What follows belongs to an exercise in optimizing a design on an open flow for a short achievable clock period and few clock cycles per item; a production flow would make more cautious choices. RTL that was checked went through simulation tests only; none was proved equivalent to the original. No activity file was given, so power comes from the tool's default toggle rates.

==> raven <==
// trinket_core
module trinket_core (
    input  wire        clk,
    input  wire        rst,           
    input  wire        cmd_valid,
    input  wire [2:0]  cmd_op,
    input  wire [15:0] cmd_arg,
    output wire        cmd_ready,
    output wire [15:0] imem_addr,
    input  wire [15:0] imem_rdata,
    output wire [15:0] dmem_addr,
    output wire        dmem_we,
    output wire [15:0] dmem_wdata,
    input  wire [15:0] dmem_rdata,
    input  wire [2:0]  dbg_sel,
    output wire [15:0] dbg_data,
    output wire [15:0] pc_out,
    output wire        bp_hit
);
    localparam CMD_STEP   = 3'd0;
    localparam CMD_RUN    = 3'd1;
    localparam CMD_SETPC  = 3'd2;
    localparam CMD_ADDBP  = 3'd3;
    localparam CMD_DELBP  = 3'd4;
    localparam CMD_CLRREG = 3'd5;
    localparam OP_ADD  = 3'd0;
    localparam OP_ADDI = 3'd1;
    localparam OP_NAND = 3'd2;
    localparam OP_LUI  = 3'd3;
    localparam OP_SW   = 3'd4;
    localparam OP_LW   = 3'd5;
    localparam OP_BEQ  = 3'd6;
    localparam OP_JALR = 3'd7;
    localparam NBP = 4;
    reg  [15:0] regs [1:7];
    reg  [15:0] xpc;           
    reg  [15:0] bp_addr  [0:NBP-1];
    reg         bp_valid [0:NBP-1];
    reg         hit;
    reg         rdy;           
    reg         busy;          
    reg  [15:0] ticks_left;
    reg         use_bp;
    reg         issued;        
    reg         pchk;          
    reg  [15:0] fpc;           
    reg  [15:0] dpc;           
    reg         dv;            
    reg         hold;          
    reg  [15:0] ir_hold;
    reg         ev;
    reg  [2:0]  e_op;
    reg  [2:0]  e_rd;
    reg         e_wen;         
    reg         e_lw;          
    reg         e_we;          
    reg         e_beq;
    reg         e_jslow;       
    reg         e_jnd;         
    reg  [15:0] e_a, e_b, e_c;
    reg         e_fa, e_fb, e_fc;    
    reg         e_dm;          
    reg  [9:0]  e_imm;
    reg  [15:0] e_pc1;
    reg  [15:0] e_ea;
    reg  [15:0] e_tgt;
    reg  [15:0] e_tgt1;        
    reg         stale;         
    reg  [15:0] e_npc;         
    reg         ld2;
    reg  [2:0]  ld_rd;
  ...
Settings: LEC_CHECK=0, CAP_MARGIN=20, CORE_MARGIN=2, CORE_UTILIZATION=40, PLACE_DENSITY=0.6, SETUP_SLACK_MARGIN=4.0, SLEW_MARGIN=20, SYNTH_HIERARCHICAL=1; clock period 8.0 ns.
run.sh (not shown) runs the stock make flow with config.mk's settings and CLKGATE_MAP_FILE= SYNTH_SCRIPT=/design/flow/synth_recipe.tcl, a recipe that flattens the netlist after the stock synthesis.
==> inputs of delta, as changes to raven <==
--- a/flow/design.v
+++ b/flow/design.v
@@ -49,27 +49,31 @@
     reg  [15:0] ir_hold;
     reg         ev;
     reg  [2:0]  e_op;
     reg  [2:0]  e_rd;
     reg         e_wen;         
     reg         e_lw;          
     reg         e_we;          
-    reg         e_beq;
-    reg         e_jslow;       
-    reg         e_jnd;         
+    reg         e_mis;         
+    reg         e_tk;          
+    reg  [15:0] e_an;          
+    reg  [15:0] e_pc;
     reg  [15:0] e_a, e_b, e_c;
     reg         e_fa, e_fb, e_fc;    
     reg         e_dm;          
     reg  [9:0]  e_imm;
     reg  [15:0] e_pc1;
     reg  [15:0] e_ea;
-    reg  [15:0] e_tgt;
-    reg  [15:0] e_tgt1;        
     reg         stale;         
-    reg  [15:0] e_npc;         
+    localparam NBT = 16;
+    reg         bh_r;
+    reg  [15:0] bt_r;
+    reg         btb_v [0:NBT-1];
+    reg  [11:0] btb_tag [0:NBT-1];
+    reg  [15:0] btb_t [0:NBT-1];
     reg         ld2;
     reg  [2:0]  ld_rd;
     integer i;
     genvar  g;
     wire [15:0] a_op = e_fa ? dmem_rdata : e_a;
     wire [15:0] b_op = e_fb ? dmem_rdata : e_b;
     wire [15:0] c_op = e_fc ? dmem_rdata : e_c;
@@ -85,17 +89,16 @@
             OP_ADD:  begin res = sum_bc;           res_nd = sum_bc_nd; end
             OP_ADDI: begin res = sum_bi;           res_nd = sum_bi_nd; end
             OP_NAND: begin res = ~(b_op & c_op);   res_nd = ~(e_b & e_c); end
             OP_LUI:  begin res = {e_imm, 6'd0};    res_nd = {e_imm, 6'd0}; end
             default: begin res = e_pc1;            res_nd = e_pc1; end
         endcase
     end
-    wire        e_redir  = ev && ((e_beq && e_a == e_b) || e_jslow);
-    wire [15:0] e_target = e_beq ? e_tgt : (e_jnd ? e_b : e_pc1);
-    wire [15:0] e_next   = e_redir ? e_target : e_npc;
+    wire        e_redir = ev && e_mis;
+    wire [15:0] e_an1   = e_an + 16'd1;
     wire [15:0] w      = hold ? ir_hold : imem_rdata;
     wire [2:0]  opcode = w[15:13];
     wire [2:0]  ra     = w[12:10];
     wire [2:0]  rb     = w[9:7];
     wire [2:0]  rc     = w[2:0];
     wire [15:0] imm7   = {9'd0, w[6:0]};
     wire [15:0] rr [0:7];
@@ -104,51 +107,65 @@
         for (g = 1; g < 8; g = g + 1) begin : g_rr
             assign rr[g] = regs[g];
         end
     endgenerate
     wire [127:0] rr_flat = {rr[7], rr[6], rr[5], rr[4], rr[3], rr[2], rr[1], rr[0]};
     wire [15:0] rf [0:7];
     wire [15:0] rfe [0:7];     
+    wire [8:0]  rfe_hi1 [0:7];   
+    wire [8:0]  regs_hi1 [0:7];
+    wire [8:0]  dmem_hi1 = dmem_rdata[15:7] + 9'd1;
+    assign rfe_hi1[0] = 9'd1;
+    assign regs_hi1[0] = 9'd1;
+    generate
+        for (g = 1; g < 8; g = g + 1) begin : g_hi1
+            assign regs_hi1[g] = regs[g][15:7] + 9'd1;
+        end
+    endgenerate
     wire [7:0]  rf_dm;         
     wire [7:0]  rf_e;          
     assign rf[0]    = 16'd0;
     assign rfe[0]   = 16'd0;
     assign rf_dm[0] = 1'b0;
     assign rf_e[0]  = 1'b0;
     generate
         for (g = 1; g < 8; g = g + 1) begin : g_rf
             wire e_hit = ev && e_wen && e_rd == g;
             wire l_hit = ld2 && ld_rd == g;
             assign rf[g]    = e_hit ? res_nd : l_hit ? dmem_rdata : regs[g];
             assign rfe[g]   = l_hit ? dmem_rdata : regs[g];
+            assign rfe_hi1[g] = l_hit ? dmem_hi1 : regs_hi1[g];
             assign rf_dm[g] = ev && e_lw && e_rd == g;
             assign rf_e[g]  = ev && (e_lw || e_wen) && e_rd == g;
         end
     endgenerate
     wire [127:0] rf_flat  = {rf[7], rf[6], rf[5], rf[4], rf[3], rf[2], rf[1], rf[0]};
     wire [127:0] rfe_flat = {rfe[7], rfe[6], rfe[5], rfe[4], rfe[3], rfe[2], rfe[1], rfe[0]};
+    wire [127:0] rfe_hi1_flat = {7'd0, rfe_hi1[7], 7'd0, rfe_hi1[6], 7'd0, rfe_hi1[5], 7'd0, rfe_hi1[4],
+                                 7'd0, rfe_hi1[3], 7'd0, rfe_hi1[2], 7'd0, rfe_hi1[1], 7'd0, rfe_hi1[0]};
     wire [15:0] xa, xb, xc, xbe;
     tc_mux8 u_xa  (.sel(ra), .d(rf_flat),  .y(xa));
     tc_mux8 u_xb  (.sel(rb), .d(rf_flat),  .y(xb));
     tc_mux8 u_xc  (.sel(rc), .d(rf_flat),  .y(xc));
     tc_mux8 u_xbe (.sel(rb), .d(rfe_flat), .y(xbe));
+    wire [15:0] xbe_hi1;
+    tc_mux8 u_xbh (.sel(rb), .d(rfe_hi1_flat), .y(xbe_hi1));
     wire fa = rf_dm[ra];
     wire fb = rf_dm[rb];
     wire fc = rf_dm[rc];
     wire dm = ((opcode == OP_ADD || opcode == OP_NAND) && (fb || fc)) ||
               (opcode == OP_ADDI && fb);
     wire use_a = (opcode == OP_SW || opcode == OP_BEQ);
     wire use_b = (opcode != OP_LUI);
     wire use_c = (opcode == OP_ADD || opcode == OP_NAND);
     wire e_late = ev && e_wen && e_dm &&
                   ((use_a && e_rd == ra) || (use_b && e_rd == rb) || (use_c && e_rd == rc));
-    wire [15:0] ea, tgt, tgt1;
-    tc_add16 u_tgt1 (.a(fpc + 16'd1), .b(imm7), .s(tgt1));    
-    tc_add16 u_ea  (.a(xbe), .b(imm7), .s(ea));
-    tc_add16 u_tgt (.a(fpc), .b(imm7), .s(tgt));     
+    wire [15:0] ea, tgt;
+    tc_addi7 u_ea   (.a(xbe),  .a_hi1(xbe_hi1[8:0]),   .imm(w[6:0]), .s(ea));
+    tc_addi7 u_tgt  (.a(fpc),  .a_hi1(fpc[15:7] + 9'd1),  .imm(w[6:0]), .s(tgt));    
     wire is_lw  = (opcode == OP_LW);
     wire is_sw  = (opcode == OP_SW);
     wire is_beq = (opcode == OP_BEQ);
     wire is_j   = (opcode == OP_JALR);
     wire j_nd   = !(ra == rb && ra != 3'd0);
     wire wen    = (opcode == OP_ADD || opcode == OP_ADDI || opcode == OP_NAND ||
                    opcode == OP_LUI || opcode == OP_JALR) && ra != 3'd0;
@@ -159,46 +176,49 @@
     wire [7:0]   rr_smc;         
     generate
         for (g = 0; g < 8; g = g + 1) begin : g_rr1
             assign rr1_flat[g*16 +: 16] = rr[g] + 16'd1;
             assign rr_smc[g] = (e_ea == rr[g]);
         end
     endgenerate
-    wire        j_en = dv && !hold && !e_redir;
+    wire        bh    = bh_r;
+    wire [15:0] bt    = bt_r;
+    wire [15:0] bt1   = bt + 16'd1;
+    wire        j_en = dv && !hold && !e_redir && !bh;
     wire        jsel = j_en && (imem_rdata[15:13] == OP_JALR);
     wire [7:0]  j_oh;
     tc_jdec u_jdec (.en(j_en), .op(imem_rdata[15:13]), .rb(imem_rdata[9:7]), .s(j_oh));
-    wire [15:0] f_alt = e_redir ? e_target : fpc;
+    wire        b_sel = !e_redir && dv && bh;
+    wire [15:0] f_alt = e_redir ? e_an : (b_sel ? bt : fpc);
     tc_aor8 u_imem (.s(j_oh), .d({rr_flat[127:16], f_alt}), .y(imem_addr));
     wire [15:0] jtgt1;
     tc_mux8 u_jt1 (.sel(imem_rdata[9:7]), .d(rr1_flat), .y(jtgt1));
-    wire [15:0] e_target1 = e_beq ? e_tgt1 : (e_jnd ? e_b + 16'd1 : e_pc1 + 16'd1);
-    wire [15:0] fpc_next  = jsel ? jtgt1 : (e_redir ? e_target1 : fpc + 16'd1);
-    wire j_fast = is_j && j_nd && !hold &&
-                  !(ev && (e_wen || e_lw) && e_rd == rb) && !(ld2 && ld_rd == rb);
-    wire jslow  = is_j && !j_fast && !(!j_nd && hold);
+    wire [15:0] fpc_next  = jsel ? jtgt1 : (e_redir ? e_an1 : (b_sel ? bt1 : fpc + 16'd1));
+    wire        d_tk = (is_beq && xa == xb) || (is_j && j_nd);
+    wire [15:0] an   = (is_beq && xa == xb) ? tgt : (is_j && j_nd) ? xb : fpc;
+    wire        mis  = (an != imem_addr);
     function automatic bp_match(input [15:0] a);
         integer k;
         begin
             bp_match = 1'b0;
             for (k = 0; k < NBP; k = k + 1)
                 if (bp_valid[k] && bp_addr[k] == a) bp_match = 1'b1;
         end
     endfunction
     wire smc_d   = ev && e_we && e_ea == dpc;
-    wire smc_f   = ev && e_we && (jsel ? rr_smc[imem_rdata[9:7]] : e_ea == fpc);
+    wire smc_f   = ev && e_we && (jsel ? rr_smc[imem_rdata[9:7]] : e_ea == f_alt);
     wire refetch = dv && !e_redir && (smc_d || (stale && !hold));
     wire d_ok    = dv && !e_redir && !refetch;
     wire bp_d  = busy && d_ok && use_bp && issued && bp_match(dpc);
     wire stall = busy && d_ok && !bp_d && stall_c;
     wire issue = busy && d_ok && !bp_d && !stall_c;
-    wire last  = (ticks_left == 16'd1);
+    wire last  = ev ? (ticks_left == 16'd2) : (ticks_left == 16'd1);
     wire busy_nxt = busy && !bp_d && !(issue && last);
     wire ld2_nxt  = ev && e_lw;
-    wire [15:0] xpc_nxt = ev ? e_next : xpc;
+    wire [15:0] xpc_nxt = ev ? e_an : xpc;
     wire bpc = pchk && use_bp && bp_match(xpc);
     reg         bp_present;
     reg         bp_free_found;
     reg  [1:0]  bp_free_idx;
     always @(*) begin
         bp_present    = 1'b0;
         bp_free_found = 1'b0;
@@ -208,17 +228,35 @@
             if (!bp_valid[i] && !bp_free_found) begin
                 bp_free_found = 1'b1;
                 bp_free_idx   = i[1:0];
             end
         end
     end
     wire accept = rdy && cmd_valid;
+    wire [3:0]  bi_n = imem_addr[3:0];
+    wire        bh_n = busy_nxt && (stall ? bh_r :
+                       btb_v[bi_n] && btb_tag[bi_n] == imem_addr[15:4]);
     wire start  = accept && (cmd_op == CMD_STEP || cmd_op == CMD_RUN) &&
                   cmd_arg != 16'd0;
     always @(posedge clk) begin
+        e_a   <= xa;
+        e_b   <= xb;
+        e_c   <= xc;
+        e_imm <= w[9:0];
+        e_pc1 <= fpc;
+        e_ea  <= ea;
+        e_an  <= an;
+        e_pc  <= dpc;
+        if (!stall) bt_r <= btb_t[bi_n];
+        if (e_redir) begin
+            btb_tag[e_pc[3:0]] <= e_pc[15:4];
+            btb_t[e_pc[3:0]]   <= e_an;
+        end
+    end
+    always @(posedge clk) begin
         if (rst) begin
             xpc        <= 16'd0;
             hit        <= 1'b0;
             rdy        <= 1'b1;
             busy       <= 1'b0;
             ticks_left <= 16'd0;
             use_bp     <= 1'b0;
@@ -231,74 +269,56 @@
             ir_hold    <= 16'd0;
             ev         <= 1'b0;
             e_op       <= 3'd0;
             e_rd       <= 3'd0;
             e_wen      <= 1'b0;
             e_lw       <= 1'b0;
             e_we       <= 1'b0;
-            e_beq      <= 1'b0;
-            e_jslow    <= 1'b0;
-            e_jnd      <= 1'b0;
-            e_a        <= 16'd0;
-            e_b        <= 16'd0;
-            e_c        <= 16'd0;
+            e_mis      <= 1'b0;
+            bh_r       <= 1'b0;
+            e_tk       <= 1'b0;
+            for (i = 0; i < NBT; i = i + 1) btb_v[i] <= 1'b0;
             e_fa       <= 1'b0;
             e_fb       <= 1'b0;
             e_fc       <= 1'b0;
             e_dm       <= 1'b0;
-            e_imm      <= 10'd0;
-            e_pc1      <= 16'd0;
-            e_ea       <= 16'd0;
-            e_tgt      <= 16'd0;
-            e_tgt1     <= 16'd0;
             stale      <= 1'b0;
-            e_npc      <= 16'd0;
             ld2        <= 1'b0;
             ld_rd      <= 3'd0;
             for (i = 1; i < 8; i = i + 1) regs[i] <= 16'd0;
             for (i = 0; i < NBP; i = i + 1) begin
                 bp_addr[i]  <= 16'd0;
                 bp_valid[i] <= 1'b0;
             end
         end else begin
             if (ld2) regs[ld_rd] <= dmem_rdata;
             if (ev && e_wen) regs[e_rd] <= res;
             ld2   <= ld2_nxt;
             ld_rd <= e_rd;
+            bh_r  <= bh_n;
+            if (e_redir) btb_v[e_pc[3:0]] <= e_tk;
             xpc   <= xpc_nxt;
             pchk  <= ev;
             if (bpc) hit <= 1'b1;
             ev    <= issue;
             stale <= smc_f;
-            if (issue) begin
-                ticks_left <= ticks_left - 16'd1;
-                issued     <= 1'b1;
-            end
+            if (ev) ticks_left <= ticks_left - 16'd1;
+            if (issue) issued <= 1'b1;
             begin
                 e_op    <= opcode;
                 e_rd    <= ra;
                 e_wen   <= wen;
                 e_lw    <= is_lw && ra != 3'd0;
                 e_we    <= is_sw && ea[15:13] != 3'b000;
-                e_beq   <= is_beq;
-                e_jslow <= jslow;
-                e_jnd   <= j_nd;
-                e_a     <= xa;
-                e_b     <= xb;
-                e_c     <= xc;
+                e_mis   <= mis;
+                e_tk    <= d_tk;
                 e_fa    <= fa;
                 e_fb    <= fb;
                 e_fc    <= fc;
                 e_dm    <= dm;
-                e_imm   <= w[9:0];
-                e_pc1   <= fpc;
-                e_ea    <= ea;
-                e_tgt   <= tgt;
-                e_tgt1  <= tgt1;
-                e_npc   <= imem_addr;
             end
             rdy <= !busy_nxt && !issue && !ld2_nxt && !start;
             if (busy) begin
                 if (bp_d) begin
                     busy <= 1'b0;
                     hit  <= 1'b1;
                 end else if (issue && last) begin
@@ -432,7 +452,16 @@
     output wire [15:0]  y
 );
     assign y = ({16{s[0]}} & d[15:0])    | ({16{s[1]}} & d[31:16])  |
                ({16{s[2]}} & d[47:32])   | ({16{s[3]}} & d[63:48])  |
                ({16{s[4]}} & d[79:64])   | ({16{s[5]}} & d[95:80])  |
                ({16{s[6]}} & d[111:96])  | ({16{s[7]}} & d[127:112]);
 endmodule
+module tc_addi7 (
+    input  wire [15:0] a,
+    input  wire [8:0]  a_hi1,
+    input  wire [6:0]  imm,
+    output wire [15:0] s
+);
+    wire [7:0] lo = {1'b0, a[6:0]} + {1'b0, imm};
+    assign s = {lo[7] ? a_hi1 : a[15:7], lo[6:0]};
+endmodule
==> notes.md <==
Against raven, the setup slack of delta is lower by 530 ps. Between raven and delta, the lower sequential cell count is in raven (gap 464). Non-clock buffer count: raven is lower than delta (69). In raven the global-route usage is higher than in delta, by 5.4 points. In raven the via count is lower than in delta, by about 10%. Of delta and raven, delta has the higher final area (gap 32%, measured against raven). Between raven and delta, the lower clock skew is in raven (gap 58 ps). Against raven, the die area of delta is larger by about 33%.
==> figures <==
metric	delta	raven
Wire length on met3	37300 um	30500 um
Worst r2r dst	e_mis	e_we
Clk tree area frac	0.0424	0.0310
Outcome	finished clean	finished clean
Share of the cycle needed by the critical path after routing	0.697	0.631
Drt first-iter violations	7849	6811
Layout inverter count without the clock tree	233	327
Design internal power	8.87 mW	4.94 mW
H-tree depth	3	2
Most frequent standard cell in the layout excluding fill and tap cells	sky130_fd_sc_hd__edfxtp_1	sky130_fd_sc_hd__nor2_1
Post-cts repair resize count	590	727
Wire length of the first global-routing pass	356000 um	311000 um
Via count	51300	46200
Overall routed net length	259000 um	228000 um
Proportion of total power due to net switching	0.318	0.371
Min setup slack post-route	2420 ps	2950 ps
Postcts setup bufs	142	177
Testbench counts of delta, summed over its fixed seeds: cycles 348,139, ticks 326,838.
Only the layout flow was run in raven; the RTL was not checked for function there.

==> re-timing with driven ports <==
How much do the figures lean on ideal ports? The routed layouts below were timed once more, with nothing changed but the port constraints.
Step 1 (the two cells are an assumption about what drives the block):
set clk [get_ports {clk}]
set_driving_cell -lib_cell sky130_fd_sc_hd__clkbuf_16 $clk
set_driving_cell -lib_cell sky130_fd_sc_hd__buf_2 [delete_from_list [all_inputs] $clk]
Step 2 adds t to the input delays and takes it off the output delays; t is the mean of the earliest and latest rising clock arrival at the registers after step 1. Input paths then give back, and output paths get back, about the clock's delay inside the block.
Three values: ideal ports, drivers, drivers and shift; two values: the first two.
run | t (ns) | slack for setup (ns) | hold WS [ns] | clock arrival spread, ns | cell pins on the clock port's net
raven | 0.718 | 2.951 / 2.890 / 2.930 | 0.492 / 0.492 / 0.492 | 0.023 / 0.023 | 1
delta | 0.789 | 2.420 / 2.420 / 1.959 | 0.462 / 0.462 / 0.462 | 0.083 / 0.084 | 1
After both steps every run listed still meets setup and hold. The setup slack of delta, which loses most, moves by 0.000 ns with the drivers and by -0.461 ns with both steps.
